Context: an optimization exercise on an open-source flow, tuned for a short achievable clock period and few clock cycles per item. The choices shown serve that exercise and are no tape-out recipe.
Function was checked by simulation only, so behaviour that the tests miss may differ from the original.
Power figures rest on the tool's default switching activity, not on a simulated workload.

[run.sh]
#!/bin/bash
# synth_recipe.tcl (not shown) runs the flow's synth.tcl, then flattens the netlist and writes it again
# the make line also repeats each setting of config.mk as NAME=value (left out here)
make -C /OpenROAD-flow-scripts/flow DESIGN_CONFIG=/design/flow/config.mk WORK_HOME=/design/flow/orfs CLKGATE_MAP_FILE= SYNTH_SCRIPT=/design/flow/synth_recipe.tcl finish
[config.mk]
export PLATFORM = sky130hd
export DESIGN_NAME = yay0_dec
export DESIGN_NICKNAME = yay0_dec
export VERILOG_FILES = /design/flow/design.v
export SDC_FILE = /design/flow/constraint.sdc
export NUM_CORES = 4
export LEC_CHECK = 0
export CAP_MARGIN = 20
export CORE_MARGIN = 2
export CORE_UTILIZATION = 40
export SLEW_MARGIN = 20
[constraint.sdc]
create_clock -name core_clock -period 8.0 [get_ports {clk}]
set_input_delay 1.6000 -clock core_clock [delete_from_list [all_inputs] [get_ports {clk}]]
set_output_delay 1.6000 -clock core_clock [all_outputs]
set_load 0.01 [all_outputs]
[design.v]
module yay0_dec (
    input  wire        clk,
    input  wire        rst,         
    input  wire        start,       
    input  wire [31:0] base,        
    input  wire [31:0] in_len,      
    input  wire [31:0] out_cap,     
    output wire        busy,
    output wire        done,        
    output wire [3:0]  err,         
    output wire [31:0] size,        
    output reg         in_re,
    output reg  [31:0] in_addr,
    input  wire [7:0]  in_rdata,
    output reg         out_we,
    output reg  [31:0] out_waddr,
    output reg  [7:0]  out_wdata,
    output reg         out_re,
    output reg  [31:0] out_raddr,
    input  wire [7:0]  out_rdata
);
    localparam [3:0] E_NONE   = 4'd0,
                     E_MAGIC  = 4'd1,
                     E_BOUNDS = 4'd4,
                     E_TRUNC  = 4'd5,
                     E_BADREF = 4'd8;
    localparam [2:0] P_IDLE = 3'd0,
                     P_INIT = 3'd1,
                     P_HDR  = 3'd2,
                     P_EV1  = 3'd3,
                     P_EV2  = 3'd4,
                     P_RUN  = 3'd5,
                     P_FIN  = 3'd6;
    localparam KD = 8;      
    localparam PD = 4;      
    localparam CD = 2;      
    localparam [1:0] T_C = 2'd0, T_P = 2'd1, T_K = 2'd2;
    localparam [1:0] R_CWT = 2'd0, R_LIT = 2'd1, R_CPY = 2'd2;
    localparam [1:0] O_LIT = 2'd0, O_CPY = 2'd1, O_END = 2'd2;
    localparam [1:0] K_LIT = 2'd0, K_D1 = 2'd1, K_D2 = 2'd2, K_MEM = 2'd3;
    reg        busy_r, done_r;
    reg [3:0]  err_r;
    reg [2:0]  ph;
    reg [31:0] c_base, c_len, c_cap;
    reg [31:0] h_size;
    assign busy = busy_r;
    assign done = done_r;
    assign err  = err_r;
    assign size = h_size;
    wire start_acc = start && !busy_r;
    reg [31:0] ca, pa, ka;           
    reg [33:0] cl, pl, kl;           
    reg        ce, pe, ke;           
    reg [3:0]  c_res, p_res, k_res;  
    reg [1:0]  i_tag;
    reg        i_ok;
    reg        r_v;                  
    reg [1:0]  r_tag;
    reg        r_ok;
    reg [23:0] c_asm;
    reg [1:0]  c_asm_n;
    reg [33*CD-1:0] cq;              
    reg [1:0]  cq_n;
    reg [7:0]  p_hi;
    reg        p_half;
    reg [17*PD-1:0] pq;              
    reg [2:0]  pq_n;
    reg [9*KD-1:0] kq;               
    reg [3:0]  kq_n;
    wire [32:0] cq0 = cq[32:0];
    wire [16:0] pq0 = pq[16:0];
    wire [8:0]  kq0 = kq[8:0];
    reg [1:0]  h_n;
    reg [31:0] h_magic, h_po, h_ko;
    reg        h_t0, h_t3;
    reg [33:0] pa34, ka34;
    reg [31:0] cw;
    reg        cw_t;
    reg [5:0]  cb;
    reg        r1_v;
    reg [1:0]  r1_t;
    reg [15:0] r1_pair;
    reg [7:0]  r1_byte;
    reg        r1_pt, r1_kt;
    reg [8:0]  r1_n;
    reg [31:0] rem;
    reg        rem_z;
    reg [31:0] opc;
    reg [12:0] op_sat;
    reg        dq_v;
    reg [1:0]  dq_t;
    reg [7:0]  dq_byte;
    reg [8:0]  dq_n;
    reg [31:0] dq_src;
    reg [1:0]  dq_kind;
    reg [3:0]  dq_err;
    reg        cv;
    reg [1:0]  ct;
    reg [7:0]  cbyte;
    reg [8:0]  ccnt;
    reg [31:0] csrc;
    reg [1:0]  ckind;
    reg [3:0]  cerr;
    reg        clast;
    reg [31:0] wp;
    reg        rv, rend;
    reg [3:0]  rerr;
    reg [1:0]  rkind;
    reg [7:0]  rbyte;
    reg [31:0] rpos;
    reg        mv, mend;
    reg [3:0]  merr;
    reg [1:0]  mkind;
    reg [7:0]  mbyte;
    reg [31:0] mpos;
    reg [7:0]  prevw;
    wire w_take = dq_v && (!cv || clast);
    wire e_can  = (ph == P_RUN) && (!dq_v || w_take);
    wire e_take = e_can && !rem_z && r1_v;
    wire [8:0]  e_n    = (r1_t == R_LIT) ? 9'd1 : r1_n;
    wire [32:0] e_diff = {1'b0, rem} - {24'd0, e_n};
    wire [11:0] r1_d   = r1_pair[11:0];
    wire        e_bad  = {1'b0, r1_d} >= op_sat;
    wire [31:0] e_src  = opc + {20'hFFFFF, ~r1_d};    
    wire [13:0] e_sat  = {1'b0, op_sat} + {5'd0, e_n};
    wire d_space  = !r1_v || e_take;
    wire d_on     = (ph == P_RUN) && (cb != 6'd0) && d_space;
    wire pf0      = (pq0[15:12] == 4'd0);
    wire d_cwt    = d_on && cw_t;
    wire d_lit    = d_on && !cw_t && cw[31] && (kq_n != 4'd0);
    wire d_cpy    = d_on && !cw_t && !cw[31] && (pq_n != 3'd0) && (!pf0 || (kq_n != 4'd0));
    wire d_fire   = d_cwt || d_lit || d_cpy;
    wire d_load   = (ph == P_RUN) && (cq_n != 2'd0) && ((cb == 6'd0) || ((cb == 6'd1) && d_fire));
    wire h_take   = (ph == P_HDR) && (cq_n != 2'd0);
    wire pop_c = d_load || h_take;
    wire pop_p = d_cpy;
    wire pop_k = d_lit || (d_cpy && pf0);
    wire want_c = ce && (c_res < 4'd8);
    wire want_p = pe && (p_res < 2 * PD);
    wire want_k = ke && (k_res < KD);
    wire iss_c  = want_c;
    wire iss_k  = !want_c && want_k && (!want_p || (k_res <= p_res));
    wire iss_p  = !want_c && !iss_k && want_p;
    wire push_c = r_v && (r_tag == T_C) && (c_asm_n == 2'd3);
    wire push_p = r_v && (r_tag == T_P) && p_half;
    wire push_k = r_v && (r_tag == T_K);
    integer i;
    always @(posedge clk) begin
        if (rst) begin
            ph     <= P_IDLE;
            busy_r <= 1'b0;
            done_r <= 1'b0;
            err_r  <= E_NONE;
            in_re  <= 1'b0;
            out_we <= 1'b0;
            out_re <= 1'b0;
            ce <= 1'b0; pe <= 1'b0; ke <= 1'b0;
            r_v  <= 1'b0;
            r1_v <= 1'b0;
            dq_v <= 1'b0;
            cv   <= 1'b0;
            rv   <= 1'b0;
            mv   <= 1'b0;
        end else begin
            in_re <= iss_c || iss_k || iss_p;
            if (iss_c) begin
                in_addr <= ca; i_tag <= T_C; i_ok <= (cl != 34'd0);
                ca <= ca + 32'd1;
                if (cl != 34'd0) cl <= cl - 34'd1;
            end else if (iss_k) begin
                in_addr <= ka; i_tag <= T_K; i_ok <= (kl != 34'd0);
                ka <= ka + 32'd1;
                if (kl != 34'd0) kl <= kl - 34'd1;
            end else if (iss_p) begin
                in_addr <= pa; i_tag <= T_P; i_ok <= (pl != 34'd0);
                pa <= pa + 32'd1;
                if (pl != 34'd0) pl <= pl - 34'd1;
            end
            r_v   <= in_re;
            r_tag <= i_tag;
            r_ok  <= i_ok;
            c_res <= c_res + {3'd0, iss_c} - (pop_c ? 4'd4 : 4'd0);
            p_res <= p_res + {3'd0, iss_p} - (pop_p ? 4'd2 : 4'd0);
            k_res <= k_res + {3'd0, iss_k} - {3'd0, pop_k};
            if (r_v && r_tag == T_C) begin
                c_asm   <= {c_asm[15:0], in_rdata};
                c_asm_n <= c_asm_n + 2'd1;
            end
            if (r_v && r_tag == T_P) begin
                p_hi   <= in_rdata;
                p_half <= !p_half;
            end
            for (i = 0; i < CD; i = i + 1) begin
                if (pop_c) begin
                    if (push_c && i == cq_n - 1)
                        cq[33*i +: 33] <= {!r_ok, c_asm, in_rdata};
                    else if (i < CD - 1)
                        cq[33*i +: 33] <= cq[33*(i+1) +: 33];
                end else if (push_c && i == cq_n)
                    cq[33*i +: 33] <= {!r_ok, c_asm, in_rdata};
            end
            cq_n <= cq_n + {1'b0, push_c} - {1'b0, pop_c};
            for (i = 0; i < PD; i = i + 1) begin
                if (pop_p) begin
                    if (push_p && i == pq_n - 1)
                        pq[17*i +: 17] <= {!r_ok, p_hi, in_rdata};
                    else if (i < PD - 1)
                        pq[17*i +: 17] <= pq[17*(i+1) +: 17];
                end else if (push_p && i == pq_n)
                    pq[17*i +: 17] <= {!r_ok, p_hi, in_rdata};
            end
            pq_n <= pq_n + {2'd0, push_p} - {2'd0, pop_p};
            for (i = 0; i < KD; i = i + 1) begin
                if (pop_k) begin
                    if (push_k && i == kq_n - 1)
                        kq[9*i +: 9] <= {!r_ok, in_rdata};
                    else if (i < KD - 1)
                        kq[9*i +: 9] <= kq[9*(i+1) +: 9];
                end else if (push_k && i == kq_n)
                    kq[9*i +: 9] <= {!r_ok, in_rdata};
            end
            kq_n <= kq_n + {3'd0, push_k} - {3'd0, pop_k};
            case (ph)
                P_INIT: begin
                    ca <= c_base;
                    cl <= (c_len >= c_base) ? {2'b00, c_len - c_base} : 34'd0;
                    ce <= 1'b1;
                    ph <= P_HDR;
                end
                P_HDR: begin
                    if (h_take) begin
                        h_n <= h_n + 2'd1;
                        case (h_n)
                            2'd0: begin h_magic <= cq0[31:0]; h_t0 <= cq0[32]; end
                            2'd1: h_size <= cq0[31:0];
                            2'd2: h_po   <= cq0[31:0];
                            default: begin h_ko <= cq0[31:0]; h_t3 <= cq0[32]; ph <= P_EV1; end
                        endcase
                    end
                end
                P_EV1: begin
                    pa34   <= {2'b00, c_base} + {2'b00, h_po};
                    ka34   <= {2'b00, c_base} + {2'b00, h_ko};
                    rem    <= h_size;
                    rem_z  <= (h_size == 32'd0);
                    opc    <= 32'd0;
                    op_sat <= 13'd0;
                    cb     <= 6'd0;
                    cw_t   <= 1'b0;
                    if (h_t0 || h_magic != 32'h59617930 || h_t3 || h_size > c_cap) begin
                        dq_v   <= 1'b1;
                        dq_t   <= O_END;
                        dq_err <= h_t0 ? E_TRUNC :
                                  (h_magic != 32'h59617930) ? E_MAGIC :
                                  h_t3 ? E_TRUNC : E_BOUNDS;
                        ce <= 1'b0;
                        ph <= P_FIN;
                    end else begin
                        ph <= P_EV2;
                    end
                end
                P_EV2: begin
                    pa <= pa34[31:0];
                    ka <= ka34[31:0];
                    pl <= ({2'b00, c_len} > pa34) ? {2'b00, c_len} - pa34 : 34'd0;
                    kl <= ({2'b00, c_len} > ka34) ? {2'b00, c_len} - ka34 : 34'd0;
                    pe <= 1'b1;
                    ke <= 1'b1;
                    ph <= P_RUN;
                end
                default: ;
            endcase
            if (d_load) begin
                cw   <= cq0[31:0];
                cw_t <= cq0[32];
                cb   <= 6'd32;
            end else if (d_fire) begin
                cw <= {cw[30:0], 1'b0};
                cb <= cb - 6'd1;
            end
            if (d_fire) begin
                r1_v    <= 1'b1;
                r1_t    <= d_cwt ? R_CWT : d_lit ? R_LIT : R_CPY;
                r1_pair <= pq0[15:0];
                r1_pt   <= pq0[16];
                r1_byte <= kq0[7:0];
                r1_kt   <= kq0[8];
                r1_n    <= pf0 ? {1'b0, kq0[7:0]} + 9'd18 : {5'd0, pq0[15:12]} + 9'd2;
            end else if (e_take) begin
                r1_v <= 1'b0;
            end
            if (w_take) dq_v <= 1'b0;
            if (e_can) begin
                if (rem_z) begin
                    dq_v   <= 1'b1;
                    dq_t   <= O_END;
                    dq_err <= E_NONE;
                    ph     <= P_FIN;
                end else if (r1_v) begin
                    dq_v    <= 1'b1;
                    dq_byte <= r1_byte;
                    dq_n    <= r1_n;
                    dq_src  <= e_src;
                    dq_kind <= (r1_d == 12'd0) ? K_D1 : (r1_d == 12'd1) ? K_D2 : K_MEM;
                    rem     <= e_diff[31:0];
                    rem_z   <= (e_diff[31:0] == 32'd0);
                    opc     <= opc + {23'd0, e_n};
                    op_sat  <= e_sat[13:12] != 2'd0 ? 13'd4096 : e_sat[12:0];
                    if (r1_t == R_CWT) begin
                        dq_t <= O_END; dq_err <= E_TRUNC; ph <= P_FIN;
                    end else if (r1_t == R_LIT) begin
                        if (r1_kt) begin
                            dq_t <= O_END; dq_err <= E_TRUNC; ph <= P_FIN;
                        end else
                            dq_t <= O_LIT;
                    end else begin
                        if (r1_pt || (r1_pair[15:12] == 4'd0 && r1_kt)) begin
                            dq_t <= O_END; dq_err <= E_TRUNC; ph <= P_FIN;
                        end else if (e_bad) begin
                            dq_t <= O_END; dq_err <= E_BADREF; ph <= P_FIN;
                        end else if (e_diff[32]) begin
                            dq_t <= O_END; dq_err <= E_BOUNDS; ph <= P_FIN;
                        end else
                            dq_t <= O_CPY;
                    end
                end
            end
            if (w_take) begin
                cv    <= 1'b1;
                ct    <= dq_t;
                cbyte <= dq_byte;
                ccnt  <= dq_n;
                csrc  <= dq_src;
                ckind <= dq_kind;
                cerr  <= dq_err;
                clast <= (dq_t != O_CPY);
            end else if (cv) begin
                if (clast) cv <= 1'b0;
                ccnt  <= ccnt - 9'd1;
                csrc  <= csrc + 32'd1;
                clast <= (ccnt == 9'd2);
            end
            rv        <= cv;
            rend      <= (ct == O_END);
            rerr      <= cerr;
            rkind     <= (ct == O_LIT) ? K_LIT : ckind;
            rbyte     <= cbyte;
            rpos      <= wp;
            out_re    <= cv && (ct == O_CPY) && (ckind == K_MEM);
            out_raddr <= csrc;
            if (cv && ct != O_END) wp <= wp + 32'd1;
            mv    <= rv;
            mend  <= rend;
            merr  <= rerr;
            mkind <= rkind;
            mbyte <= rbyte;
            mpos  <= rpos;
            out_we    <= mv && !mend;
            out_waddr <= mpos;
            if (mv && !mend) begin
                prevw <= out_wdata;
                case (mkind)
                    K_LIT:   out_wdata <= mbyte;
                    K_D1:    out_wdata <= out_wdata;
                    K_D2:    out_wdata <= prevw;
                    default: out_wdata <= out_rdata;
                endcase
            end
            done_r <= mv && mend;
            if (mv && mend) begin
                err_r  <= merr;
                busy_r <= 1'b0;
            end
            if (start_acc) begin
                c_base <= base;
                c_len  <= in_len;
                c_cap  <= out_cap;
                busy_r <= 1'b1;
                ph     <= P_INIT;
                in_re  <= 1'b0;
                r_v    <= 1'b0;
                ce <= 1'b0; pe <= 1'b0; ke <= 1'b0;
                c_res <= 4'd0; p_res <= 4'd0; k_res <= 4'd0;
                c_asm_n <= 2'd0;
                p_half  <= 1'b0;
                cq_n <= 2'd0; pq_n <= 3'd0; kq_n <= 4'd0;
                h_n  <= 2'd0;
                cb   <= 6'd0;
                r1_v <= 1'b0;
                dq_v <= 1'b0;
                cv   <= 1'b0;
                rv   <= 1'b0;
                mv   <= 1'b0;
                wp   <= 32'd0;
            end
        end
    end
endmodule
==> results.toml <==
[power_and_ir_drop]
cellInternalPower_mw = 11.89
p_per_area_nw_per_um2 = 207.3
switching_share_pct = 23.30
clockPowerShare_pct = 43.6
finalPower_mw = 15.50
vdd_ir_drop_max_mv = 0.2161
p_leak_nw = 26.27
combPwrFrac_pct = 6.6
netSwitchingPower_mw = 3.611
seq_power_share_pct = 49.8

[detailed_routing]
vias_per_cell = 5.494
drc = 0
ant_nets = 0
num_vias = 43570
postRouteWirelength_um = 171400
wl_per_cell_um = 21.61
drt_pass1_iterations = 5
drt_iter0_markers = 4145

[die]
die_h_um = 405.2
die-area_sq_um = 164200
boundaryPins = 260
start_util_pct = 40.19
fp.coreArea_sq_um = 160200
rows = 147
die_width_um = 405.2

[run]
drv_cap = 0

[worst_setup_path]
crit_start = "r1_t[1]"
path_class = "reg2reg"
cp_data_required_time_ps = 8490
reg2reg_from = "r1_t[1]"
crit_fanout = 10
cp.arrival_ps = 5060
reg2regPathDepth = 11
critPathLaunchType = "register"
r2r_setup_slack_ps = 3430
end_kind = "register"
crit_end = "rem_z"
r2r_end = "rem_z"

[timing]
timing.slew.headroom_pct = 22.42
hold_violations = 0
period_minus_slack_ps = 4566
final.period_utilization_pct = 57.07
setup_viol_count_final = 0
rsz0062_at_grt = "no"
drv_slew = 0
fmax_mhz = 219.0
skew_ps = 51.71
setup_slack_ps = 3434
fin_setup_tns_ps = 0
worst_slew_pin_slew_ps = 1149

[grt]
grt_start_max_net_pins = 181
grt_usage_pct = 20.56
antenna_found_initial = 4
grt_pass1_vias = 41610
grt_pass1_wl_um = 256200
grt-ovfl-total = 0

[logic_synthesis]
netlist_area_sq_um = 64390
ys_seq_elements = 1287
syn_nets = 5760
seq_area_frac_synth_pct = 59.71
async_reset_ff_share_pct = 0
synth_edf_count = 1267
synth_flop_cell = "edfxtp_1"
synth_cell_type_count = 86
yosys_warnings = 1
avgSynthCellArea_sq_um = 12.06
synth_cells = 5338

[placed_design]
io_buffers = 259
dp_hpwl_um = 124200
dp_worst_setup_slack_ps = 3063
gp_congestion = 0.9000

[clocking]
clk_pin_slew_ps = 60
cts.sinks = 1287
cts_inserted_buffers = 142
cts_tree = "done"
clock_latency_ps = 800
cts_max_level = 4
ctsLongestPathBuffers = 3
clock-root-buffer = "clkbuf_16"
ctsHoldBuffers = 0
cts_resized = 0
cts_setup_buffers = 0

[cells_and_area]
area_growth_pct = 16.13
drive_above_1_share_pct = 9.156
multi_input_area_sq_um = 24480
nNetsFinal = 6068
fillCellCount = 14280
fin_util_pct = 46.67
seq_area_sq_um = 38450

[status]
status = "complete, no violations"

[hold_path]
min_path_type = "reg2reg"
-- synth_stat cells, types with 10 or more instances --
| master | number | area, sq um |
|---|---|---|
| a211oi_1 | 29 | 217.7 |
| a21o_1 | 73 | 548.0 |
| a21oi_1 | 325 | 1627 |
| a22oi_1 | 33 | 247.7 |
| a311oi_1 | 12 | 105.1 |
| a31o_2 | 11 | 96.34 |
| a31oi_1 | 40 | 250.2 |
| a32o_1 | 10 | 100.1 |
| and2_1 | 34 | 212.7 |
| and3_1 | 59 | 369.1 |
| clkbuf_1 | 142 | 533.0 |
| dfxtp_1 | 20 | 400.4 |
| edfxtp_1 | 1267 | 38050 |
| fa_1 | 12 | 240.2 |
| ha_1 | 295 | 3691 |
| inv_1 | 301 | 1130 |
| mux2_2 | 174 | 1959 |
| mux2i_1 | 25 | 250.2 |
| nand2_1 | 488 | 1832 |
| nand2b_1 | 32 | 200.2 |
| nand3_1 | 139 | 695.7 |
| nand3b_1 | 16 | 120.1 |
| nand4_1 | 72 | 450.4 |
| nor2_1 | 392 | 1471 |
| nor2b_1 | 38 | 237.7 |
| nor3_1 | 89 | 445.4 |
| nor4_1 | 50 | 312.8 |
| o211ai_1 | 22 | 165.2 |
| o21a_1 | 45 | 337.8 |
| o21ai_0 | 274 | 1371 |
| o21ai_1 | 10 | 50.05 |
| o21bai_1 | 23 | 172.7 |
| o22ai_1 | 82 | 513.0 |
| o31ai_1 | 20 | 150.1 |
| or2_2 | 14 | 87.58 |
| or3_1 | 36 | 225.2 |
| or4_1 | 22 | 165.2 |
| xnor2_1 | 242 | 2120 |
| xor2_1 | 212 | 1857 |
-- cell usage in the layout, fill, tap and decap left out, types with 59 or more instances in the layout --
| cell | netlist | final |
|---|---|---|
| xor2_1 | 212 | 212 |
| a21oi_1 | 325 | 318 |
| clkdlybuf4s50_1 | 0 | 258 |
| nor2_1 | 392 | 385 |
| a21o_1 | 73 | 73 |
| inv_1 | 301 | 300 |
| clkbuf_16 | 0 | 144 |
| ha_1 | 295 | 295 |
| nand2_1 | 488 | 487 |
| o22ai_1 | 82 | 82 |
| mux2_2 | 174 | 174 |
| and3_1 | 59 | 59 |
| edfxtp_1 | 1267 | 1267 |
| nand3_1 | 139 | 139 |
| nand4_1 | 72 | 72 |
| nor3_1 | 89 | 87 |
| o21ai_0 | 274 | 273 |
| xnor2_1 | 242 | 242 |
-- area by class of cell --
cell class | count | share of cell area (%)
Multi-Input combinational cell | 3594 | 32.73
Clock buffer | 169 | 4.998
Inverter | 302 | 1.521
Clock inverter | 96 | 1.533
Timing Repair Buffer | 319 | 4.173
Antenna cell | 2 | 0.006693
Sequential cell | 1287 | 51.42
Tap cell | 2160 | 3.614
-- worst max-delay path, stage by stage, from the launching register on --
cell and delay (ps):
edfxtp_1 360, nand2b_1 440, nand2b_1 220, ha_1 270, fa_1 580, nor4bb_1 290
nand4_1 140, and4b_1 300, nand4_1 90, a2111oi_0 640, nand4b_1 200, o41ai_2 740
-- flip-flops by register name (all words and copies together) (netlist names), 33 cells and up --
register  cells
cl           34
cq           66
ka34         33
kl           34
kq           72
pa34         33
pl           34
pq           68
-- power groups by stage --
stage          logic [mW]  clock network (mW)  registers, mW
3_3_place_gp        0.996                   0           7.86
6_report             1.02                6.76           7.72
5_1_grt              1.13                7.16           7.74
2_1_floorplan       0.673                   0           7.81
3_5_place_dp         1.01                   0           7.86
4_1_cts              1.01                6.92           7.72
-- worst min path at each step --
stage | endpoint | cells after the start | slack, ps | from
after global routing | cbyte[5] | 0 | 400 | dq_byte[5]
after CTS | cbyte[5] | 0 | 400 | dq_byte[5]
after global placement | r1_kt | 0 | 400 | kq[8]
after detailed placement | cbyte[5] | 0 | 400 | dq_byte[5]
final | out_waddr[15] | 0 | 400 | mpos[15]
after floorplan | cbyte[0] | 0 | 400 | dq_byte[0]
-- metrics by stage --
step                      instance area (sq um)  cells  hold slack, ps
after floorplan                           64390   5338           400.3
after global placement                    69740   7657           400.9
after detailed placement                  69780   7659           404.5
after CTS                                 74660   7924           395.8
after global routing                      74770   7927           396.6
final                                     74770   7929           402.2
-- cells by family (layout without fill, tap and decap cells) --
kind of cell | count (synthesis) | after routing | share of synthesized area [%]
buf+inv | 457 | 886 | 2.680
xor+xnor | 455 | 455 | 6.201
other cells | 0 | 2 | 0
compound gates | 1102 | 1102 | 10.57
simple gates | 1531 | 1531 | 11.31
flops | 1287 | 1287 | 59.71
mux | 199 | 199 | 3.432
fa+ha+maj | 307 | 307 | 6.106
-- layer usage --
layer | track usage (%) | routed length, um | up-vias
met5 | 0 | 0 | -
met4 | 5.865 | 4434 | 0
met3 | 3.131 | 11700 | 221
met2 | 31.11 | 75470 | 1434
met1 | 30.49 | 79780 | 21430
li1 | - | - | 20480
Testbench counts, summed over its fixed seeds: cycles 237,183, bytes 233,110.

==> re-timing with driven ports <==
No port has a modelled driver above. Below, the same layout with a new extraction and two added sets of constraints.
Step 1 assumes that a clkbuf_16 drives the clock port and a buf_2 every other input.
Step 2 moves the port delays by t, midway between the first and last clock arrival at a register: inputs arrive t later, outputs are due t later. That takes back most of the time a late clock gives input paths.
Slacks: ideal ports / drivers / drivers and shift; pairs: ideal ports / drivers.
t (ns): 0.859
slack for setup (ns): 3.434 / 3.434 / 3.434
worst setup path at the end: register to register
worst slew at a driven data input, ns: 0.09
cell pins on the clock port's net: 1
After both steps this run still meets setup and hold. For this run, drivers alone change the setup slack by 0.000 ns; drivers and shift together by 0.000 ns.
